Background: an optimization exercise with open tools, aiming at small area and a short achievable clock period. Do not read the settings as production practice. RTL that was checked went through simulation tests only; none was proved equivalent to the original.

==> module frame_detect, before the edit <==
module frame_detect (
    input  wire         clk,
    input  wire         rst,           
    input  wire         in_valid,
    input  wire [15:0]  in_mag,
    output reg          msg_valid,
    output reg          msg_long,
    output wire [111:0] msg_data
);
    reg         rst_q;           
    reg         ev;              
    reg  [15:0] x;               
    always @(posedge clk) begin
        rst_q <= rst;
        ev    <= in_valid & ~rst;
        x     <= in_mag;
    end
    reg [15:0] w1, w2, w3, w4, w5, w6, w7, w8, w9, w10, w11;
    always @(posedge clk) begin
        if (ev) begin
            w1 <= x;  w2 <= w1; w3 <= w2; w4 <= w3; w5 <= w4;
            w6 <= w5; w7 <= w6; w8 <= w7; w9 <= w8; w10 <= w9;
            w11 <= w10;
        end
    end
    wire g1 = w1 > x;            
    wire g2 = w2 > x;
    wire g3 = w3 > x;
    wire g4 = w4 > x;
    wire g5 = w5 > x;
    wire g6 = w6 > x;
    wire l1 = w1 < x;            
    reg q1, q2, q3, q4, q5;
    always @(posedge clk) begin
        if (ev) begin
            q1 <= g1;
            q2 <= q1 & g2;
            q3 <= q2 & g3;
            q4 <= q3 & g4;
            q5 <= q4 & g5;
        end
    end
    reg  [17:0] part_q;
    reg  [15:0] mean_q;
    reg  [17:0] mean3_q;
    reg         mean_nz;
    wire [17:0] peak_sum = part_q + x;
    always @(posedge clk)
        if (ev) begin
            part_q  <= w8 + w6 + w1;
            mean_q  <= peak_sum[17:2];
            mean3_q <= 3 * mean_q;
            mean_nz <= mean_q != 16'd0;
        end
    wire quiet = mean_nz &&
                 ({2'b00, w11} < mean3_q) && ({2'b00, w9} < mean3_q) &&
                 ({2'b00, w4}  < mean3_q) && ({2'b00, w2} < mean3_q);
    reg        seen;             
    reg [14:1] pv;
    wire       verdict = pv[14] & q5 & g6;      
    always @(posedge clk) begin
        if (rst_q) begin
            seen <= 1'b0;
            pv   <= 14'd0;
        end else if (ev) begin
            seen   <= 1'b1;
            pv[1]  <= seen & g1;                 
            pv[2]  <= pv[1] & l1;                
            pv[3]  <= pv[2];
            pv[4]  <= pv[3];
            pv[5]  <= pv[4];
            pv[6]  <= pv[5] & q3 & g4;           
            pv[7]  <= pv[6] & l1;                
            pv[8]  <= pv[7] & g1;                
            pv[9]  <= pv[8] & l1;                
            pv[10] <= pv[9];
            pv[11] <= pv[10] & quiet;            
            pv[12] <= pv[11];
            pv[13] <= pv[12];
            pv[14] <= pv[13];
        end
    end
    reg        act;              
    reg        cur_long;
    reg  [7:0] fc;
    reg        pend;
    reg  [6:0] pc;
    reg [55:0] p, q;
    reg        stg;              
    reg        e_skip_end;       
    reg        e_pres_long;      
    reg        e_pres_short;     
    reg        e_lo;             
    reg        e_hi;             
    reg        e_to_p;           
    reg        e_to_q;           
    reg        e_move;           
    wire       cont   = act & ~e_skip_end;
    wire       act_n  = cont | (~act & verdict);
    wire       long_n = (act & (fc == 8'd1)) ? g1 : cur_long;
    wire       pend_n = (pend & ~e_pres_short) | (e_skip_end & ~cur_long);
    wire       stg_n  = (stg & ~e_move) | (act & (fc == 8'd1) & pend);
    wire       lo_n   = cont & ~fc[0] & (fc <= 8'd110);
    wire       hi_n   = cont & ~fc[0] & (fc >= 8'd112) & (fc <= 8'd222) & long_n;
    always @(posedge clk) begin
        if (rst_q) begin
            act          <= 1'b0;
            pend         <= 1'b0;
            stg          <= 1'b0;
            e_skip_end   <= 1'b0;
            e_pres_long  <= 1'b0;
            e_pres_short <= 1'b0;
            e_lo         <= 1'b0;
            e_hi         <= 1'b0;
            e_to_p       <= 1'b0;
            e_to_q       <= 1'b0;
            e_move       <= 1'b0;
        end else if (ev) begin
            act      <= act_n;
            cur_long <= long_n;
            pend     <= pend_n;
            stg      <= stg_n;
            fc       <= act ? fc + 8'd1 : 8'd0;
            pc       <= pend ? pc + 7'd1 : 7'd0;
            e_skip_end   <= cont & (fc == (long_n ? 8'd237 : 8'd125));
            e_pres_long  <= cont & long_n & (fc == 8'd222);
            e_pres_short <= pend_n & pend & (pc == 7'd95);
            e_lo         <= lo_n;
            e_hi         <= hi_n;
            e_to_p       <= lo_n & ~(pend_n | stg_n);
            e_to_q       <= (lo_n & (pend_n | stg_n)) | hi_n;
            e_move       <= stg_n & ~pend_n & ~lo_n & ~hi_n;
        end
    end
    always @(posedge clk) begin
        if (ev) begin
            if (e_to_p)
                p <= {p[54:0], g1};
            else if (e_move)
                p <= q;
            if (e_to_q)
                q <= {q[54:0], g1};
        end
    end
    reg [3:0] lng;
    always @(posedge clk) begin
        msg_valid <= ev & ~rst & (e_pres_long | e_pres_short);
        if (ev & (e_pres_long | e_pres_short))
            msg_long <= e_pres_long;
        lng[0] <= e_pres_long;
        lng[1] <= e_pres_long & ev;
        lng[2] <= e_pres_long & ~e_pres_short;
        lng[3] <= e_pres_long & ~rst;
    end
    assign msg_data = {p, q & {{14{lng[3]}}, {14{lng[2]}}, {14{lng[1]}}, {14{lng[0]}}}};
endmodule
clock: 10.0 ns
lec_check: 0
abc_area: 1
cap_margin: 20
core_margin: 2
core_utilization: 40
cts_buf_list: sky130_fd_sc_hd__clkbuf_8
cts_cluster_size: 30
slew_margin: 20
standard.sh (not shown) runs the stock make flow with config.mk's settings and CLKGATE_MAP_FILE= SYNTH_SCRIPT=/design/flow/synth_recipe.tcl, a recipe that flattens the netlist after the stock synthesis.
==> flow/flow/run.sh <==
#!/bin/bash
set -euo pipefail
export BUFFER_PORTS_ARGS="-buffer_cell sky130_fd_sc_hd__buf_2"
export SETUP_SLACK_MARGIN=7
bash standard.sh > flow.log 2>&1
Edit:
--- a/flow/design.v
+++ b/flow/design.v
@@ -14,14 +14,13 @@
         rst_q <= rst;
         ev    <= in_valid & ~rst;
         x     <= in_mag;
     end
-    reg [15:0] w1, w2, w3, w4, w5, w6, w7, w8, w9, w10, w11;
+    reg [15:0] w1, w2, w3, w4, w5, w6, w7, w8, w9, w10;
     always @(posedge clk) begin
         if (ev) begin
             w1 <= x;  w2 <= w1; w3 <= w2; w4 <= w3; w5 <= w4;
             w6 <= w5; w7 <= w6; w8 <= w7; w9 <= w8; w10 <= w9;
-            w11 <= w10;
         end
     end
     wire g1 = w1 > x;            
     wire g2 = w2 > x;
@@ -39,23 +38,17 @@
             q4 <= q3 & g4;
             q5 <= q4 & g5;
         end
     end
-    reg  [17:0] part_q;
+    wire [17:0] peak_sum  = w9 + w7 + w2 + x;
     reg  [15:0] mean_q;
-    reg  [17:0] mean3_q;
-    reg         mean_nz;
-    wire [17:0] peak_sum = part_q + x;
     always @(posedge clk)
-        if (ev) begin
-            part_q  <= w8 + w6 + w1;
-            mean_q  <= peak_sum[17:2];
-            mean3_q <= 3 * mean_q;
-            mean_nz <= mean_q != 16'd0;
-        end
-    wire quiet = mean_nz &&
-                 ({2'b00, w11} < mean3_q) && ({2'b00, w9} < mean3_q) &&
-                 ({2'b00, w4}  < mean3_q) && ({2'b00, w2} < mean3_q);
+        if (ev)
+            mean_q <= peak_sum[17:2];
+    wire [17:0] mean3     = 3 * mean_q;
+    wire quiet = (mean_q != 16'd0) &&
+                 ({2'b00, w10} < mean3) && ({2'b00, w8} < mean3) &&
+                 ({2'b00, w3}  < mean3) && ({2'b00, w1} < mean3);
     reg        seen;             
     reg [14:1] pv;
     wire       verdict = pv[14] & q5 & g6;      
     always @(posedge clk) begin
@@ -72,10 +65,10 @@
             pv[6]  <= pv[5] & q3 & g4;           
             pv[7]  <= pv[6] & l1;                
             pv[8]  <= pv[7] & g1;                
             pv[9]  <= pv[8] & l1;                
-            pv[10] <= pv[9];
-            pv[11] <= pv[10] & quiet;            
+            pv[10] <= pv[9] & quiet;             
+            pv[11] <= pv[10];
             pv[12] <= pv[11];
             pv[13] <= pv[12];
             pv[14] <= pv[13];
         end
After rerunning: The changed run completed without violations. Wire length falls by 10%. Design area fell by 6.8%. Register-to-register slack is worse by 720 ps. Clock-buffer cell count came out lower by 15. Clock skew went down by 3.9 ps. Final cell count fell by 9.9%.
Only the layout flow was run in the second run of this note; the RTL was not checked for function there.

==> afterwards: timing with drivers on the ports <==
No port has a modelled driver above. Below, the same layouts with a new extraction and two added sets of constraints.
Step 1 assumes that a clkbuf_16 drives the clock port and a buf_2 every other input.
Step 2 also shifts input and output timing later by t, the mid clock arrival at the registers, as if the neighbouring blocks saw the same clock.
Slacks: ideal / step 1 / step 2; pairs: ideal / step 1.
run	t, ns	setup slack, ns	worst setup path after step 2	latest minus earliest clock arrival (ns)	worst slew at a driven data input, ns
the first run	0.678	6.614 / 6.566 / 7.244	register to output	0.025 / 0.026	0.06
the second run	0.695	6.565 / 6.555 / 6.565	register to register	0.019 / 0.018	0.06
After both steps every run listed still meets setup and hold.
